This is an optimization exercise on Yosys and OpenROAD, whose aim is small area, a short achievable clock period and few clock cycles per item, not a production implementation.
At most, simulation tests tie the RTL to the original design; equivalence was not proved.
Power and IR drop assume default switching activity.

Design tsq_decoder, start of the top module:
module tsq_decoder (
    input  wire        clk,
    input  wire        rst,           
    input  wire        start,         
    input  wire        ext,           
    input  wire [22:0] in_size,       
    output wire        idle,
    input  wire        in_valid,
    input  wire [7:0]  in_data,
    output wire        in_ready,
    output wire        mem_re,
    output wire [17:0] mem_raddr,
    input  wire [7:0]  mem_rdata,     
    output wire        mem_we,
    output wire [17:0] mem_waddr,
    output wire [7:0]  mem_wdata,
    output wire        done,          
    output wire [3:0]  status,
    output wire [18:0] out_size
);
    localparam [22:0] OUTPUT_SIZE = 23'd327680;
    localparam [2:0] ST_OK       = 3'd0;
    localparam [2:0] ERR_SIZE    = 3'd2;
    localparam [2:0] ERR_INSIZE  = 3'd3;
    localparam [2:0] ERR_UNDERRUN= 3'd4;
    localparam [2:0] ERR_OFFSET  = 3'd5;
    localparam [2:0] ERR_OVERLAP = 3'd6;
    localparam [2:0] ERR_OVERRUN = 3'd7;
    localparam [3:0] P_IDLE = 4'd0,
                     P_HDR  = 4'd1,    
  ...
Settings: LEC_CHECK=0, CAP_MARGIN=20, CORE_MARGIN=2, CORE_UTILIZATION=40, SLEW_MARGIN=20; clock period 7.5 ns.
run.sh (not shown) runs the stock make flow with config.mk's settings and CLKGATE_MAP_FILE= SYNTH_SCRIPT=/design/flow/synth_recipe.tcl, a recipe that flattens the netlist after the stock synthesis.
Testbench counts at the start, summed over its fixed seeds: cycles 399,179, bytes 355,495.
Rerun with:
--- a/flow/config.mk
+++ b/flow/config.mk
@@ -10,2 +10,3 @@
 export CORE_UTILIZATION = 40
+export SETUP_SLACK_MARGIN = 4.0
 export SLEW_MARGIN = 20
After rerunning: The new run ran to the end with no violations; power climbs by a few percent; final area is higher by a few percent; clock-buffer cell count rose by 4; sequential cell count is unchanged; sequential share of layout area falls by 1.5 points; die area stays the same; hold slack gains 0.0074 ns; synthesized cell count does not change.
Rerun with:
--- a/flow/config.mk
+++ b/flow/config.mk
@@ -10,3 +10,3 @@
 export CORE_UTILIZATION = 40
-export SETUP_SLACK_MARGIN = 4.0
+export SETUP_SLACK_MARGIN = 3.5
 export SLEW_MARGIN = 20
- The new run produced a clean layout
- cell count is lower by about 1.6%
- sequential share of layout area is higher by 1.2 points
- area after synthesis does not change
- clock skew grows by 0.010 ns
- wire length shrinks by 3.1%
- cell area drops by 3.3%
- clock-buffer cell count rises by 8
- clock power decreases by about 6%
- non-clock buffer count shrinks by 26

## maple
tsq_decoder, a different RTL version from the one above (not shown whole).
For scale: roughly 1400 cells after synthesis, about 250 flip-flops, ~120 I/O pins.
## tsq_decoder
module tsq_decoder (
    input  wire        clk,
    input  wire        rst,           
    input  wire        start,         
    input  wire        ext,           
    input  wire [22:0] in_size,       
    output wire        idle,
    input  wire        in_valid,
    input  wire [7:0]  in_data,
    output wire        in_ready,
    output wire        mem_re,
    output wire [17:0] mem_raddr,
    input  wire [7:0]  mem_rdata,     
    output wire        mem_we,
    output wire [17:0] mem_waddr,
    output wire [7:0]  mem_wdata,
    output wire        done,          
    output wire [3:0]  status,
    output wire [18:0] out_size
);
Settings: LEC_CHECK=0, CAP_MARGIN=20, CORE_MARGIN=2, CORE_UTILIZATION=40, SETUP_SLACK_MARGIN=4.7, SLEW_MARGIN=20; clock period 7.5 ns.
maple finished every step from synthesis to the final layout, and the layout passed the timing, DRC and antenna checks.
Edits applied to the flow inputs when going from maple to tundra:
Settings: changing CORE_UTILIZATION from 40 to 60; changing SETUP_SLACK_MARGIN from 4.7 to 4.6.
==> comparison <==
- Per the comparison of tundra with maple, fmax up 0.36%, total power density per cell area down 1.9%, net switching share of the total power up 0.79 points, core occupancy in the finished layout up 23 points, final setup slack of the worst path up 0.011 ns.
- Compared to maple, tundra has starting utilization of the core area 21 points higher.
- tundra has die area below what maple had.
- The peak supply drop on maple is in line with that on tundra.
- In the flow results for tundra and maple, the final non-filler cell total is larger on maple.
Function was not checked in any run of this note: the RTL went through the layout flow alone.

Another version of the RTL of tsq_decoder (not shown whole).
For scale: ~250 flip-flops, about 14,000 µm² of cells after synthesis.
Design tsq_decoder, start of the top module:
module tsq_decoder (
    input  wire        clk,
    input  wire        rst,           
    input  wire        start,         
    input  wire        ext,           
    input  wire [22:0] in_size,       
    output wire        idle,
    input  wire        in_valid,
    input  wire [7:0]  in_data,
    output wire        in_ready,
    output wire        mem_re,
    output wire [17:0] mem_raddr,
    input  wire [7:0]  mem_rdata,     
    output wire        mem_we,
    output wire [17:0] mem_waddr,
    output wire [7:0]  mem_wdata,
    output wire        done,          
    output wire [3:0]  status,
    output wire [18:0] out_size
);
export LEC_CHECK = 0
export CAP_MARGIN = 20
export CORE_MARGIN = 2
export CORE_UTILIZATION = 60
export CTS_CLUSTER_DIAMETER = 60
export CTS_CLUSTER_SIZE = 20
export SETUP_SLACK_MARGIN = 5.0
export SLEW_MARGIN = 20
create_clock -name core_clock -period 7.5 [get_ports {clk}]
standard.sh (not shown) runs the stock make flow with config.mk's settings and CLKGATE_MAP_FILE= SYNTH_SCRIPT=/design/flow/synth_recipe.tcl, a recipe that flattens the netlist after the stock synthesis.
==> flow/flow/run.sh <==
#!/bin/bash
# The standard layout, with the port buffers placed as the smallest buffer
# cell (the resizer sizes them up where timing needs it).
set -euo pipefail
export BUFFER_PORTS_ARGS="-buffer_cell sky130_fd_sc_hd__buf_1"
bash standard.sh > standard.log 2>&1
The starting point ran to the end with no violations.
Testbench counts at the start, summed over its fixed seeds: cycles 400,444, bytes 355,495.
Next try:
SETUP_SLACK_MARGIN = 4.6   (was 5.0)
Result:
- sequential power barely changes
- global-route usage fell by 2.9 points
- power decreases by 6.0%
- die area stays the same
- worst setup slack gets worse by 0.14 ns
- non-clock buffer count came out lower by 165
- wire length shrinks by 17%
Next try:
==> flow/run.sh (new file) <==
#!/bin/bash
# synth_recipe.tcl (not shown) runs the flow's synth.tcl, then flattens the netlist and writes it again
# the make line also repeats each setting of config.mk as NAME=value (left out here)
make -C /OpenROAD-flow-scripts/flow DESIGN_CONFIG=/design/flow/config.mk WORK_HOME=/design/flow/orfs CLKGATE_MAP_FILE= SYNTH_SCRIPT=/design/flow/synth_recipe.tcl finish
CORE_UTILIZATION = 70   (was 60)
CTS_CLUSTER_DIAMETER = not set   (was 60)
CTS_CLUSTER_SIZE = not set   (was 20)
removed: flow/flow/run.sh
removed: flow/standard.sh
The new run finished with timing, DRC and antenna clean.
Sequential share of layout area decreases by 2.9 points.
Worst setup slack gets worse by 0.0032 ns.
Fmax is about the same.
Wire length increases by about 12%.
Die area decreases by 14%.
Flip-flop and latch count does not change.
Synthesized cell count does not change.
Power increases by about 11%.
Global-route usage increases by 6.8 points.
Count of clock-buffer cells in the layout increases by 9.
Next try:
==> flow/flow/run.sh (new file) <==
#!/bin/bash
# The standard layout, with the port buffers placed as the smallest buffer
# cell (the resizer sizes them up where timing needs it).
set -euo pipefail
export BUFFER_PORTS_ARGS="-buffer_cell sky130_fd_sc_hd__buf_1"
bash standard.sh > standard.log 2>&1
==> flow/standard.sh (new file) <==
#!/bin/bash
# synth_recipe.tcl (not shown) runs the flow's synth.tcl, then flattens the netlist and writes it again
# the make line also repeats each setting of config.mk as NAME=value (left out here)
make -C /OpenROAD-flow-scripts/flow DESIGN_CONFIG=/design/flow/config.mk WORK_HOME=/design/flow/orfs CLKGATE_MAP_FILE= SYNTH_SCRIPT=/design/flow/synth_recipe.tcl "${@:-finish}"
CORE_UTILIZATION = 60   (was 70)
CTS_CLUSTER_DIAMETER = 60   (was not set)
CTS_CLUSTER_SIZE = 20   (was not set)
SETUP_SLACK_MARGIN = 4.8   (was 4.6)
removed: flow/run.sh
Outcome:
- clock-buffer cell count is lower by 8
- routed wire length is lower by about 10%
- cell area is lower by 2.8%
- via count is lower by about 6.5%
- sequential power is about the same
- setup slack gains 0.18 ns
- flip-flop and latch count does not change
- cell count is higher by about 0.6%

[afterwards: timing with drivers on the ports]
How much do the figures lean on ideal ports? The routed layouts below were timed once more, with nothing changed but the port constraints.
Step 1 sets driving cells, clkbuf_16 on the clock port and buf_2 on the other inputs (assumed; they add their load-dependent delay and slew).
Step 2 times the ports against the registers' clock, not the clock port: input delays grow and output delays shrink by t, the midpoint of the rising clock arrivals with the driver on.
Slacks: no drivers / after step 1 / after step 2; pairs: no drivers / after step 1.
run | t (ns) | setup slack, ns | worst setup path after step 2 | clock arrival spread, ns | pins driven straight from the clock port
the first run of note 1 | 0.572 | 2.937 / 2.963 / 2.391 | input to register | 0.014 / 0.014 | 1
the second run of note 1 | 0.585 | 3.946 / 3.894 / 3.503 | input to register | 0.015 / 0.015 | 1
the third run of note 1 | 0.581 | 3.575 / 3.525 / 3.170 | input to register | 0.024 / 0.024 | 1
maple | 0.597 | 4.571 / 4.519 / 4.144 | input to register | 0.010 / 0.011 | 1
tundra | 0.583 | 4.582 / 4.533 / 4.072 | input to register | 0.013 / 0.012 | 1
the first run of note 3 | 0.570 | 4.746 / 4.746 / 4.252 | input to register | 0.020 / 0.019 | 1
the second run of note 3 | 0.554 | 4.602 / 4.625 / 4.071 | input to register | 0.023 / 0.024 | 1
the third run of note 3 | 0.571 | 4.599 / 4.588 / 4.049 | input to register | 0.011 / 0.010 | 1
the fourth run of note 3 | 0.562 | 4.783 / 4.779 / 4.217 | input to register | 0.016 / 0.016 | 1
After both steps setup and hold are still met in every run listed. The setup slack of the fourth run of note 3, which loses most, moves by -0.004 ns with the drivers and by -0.566 ns with both steps.
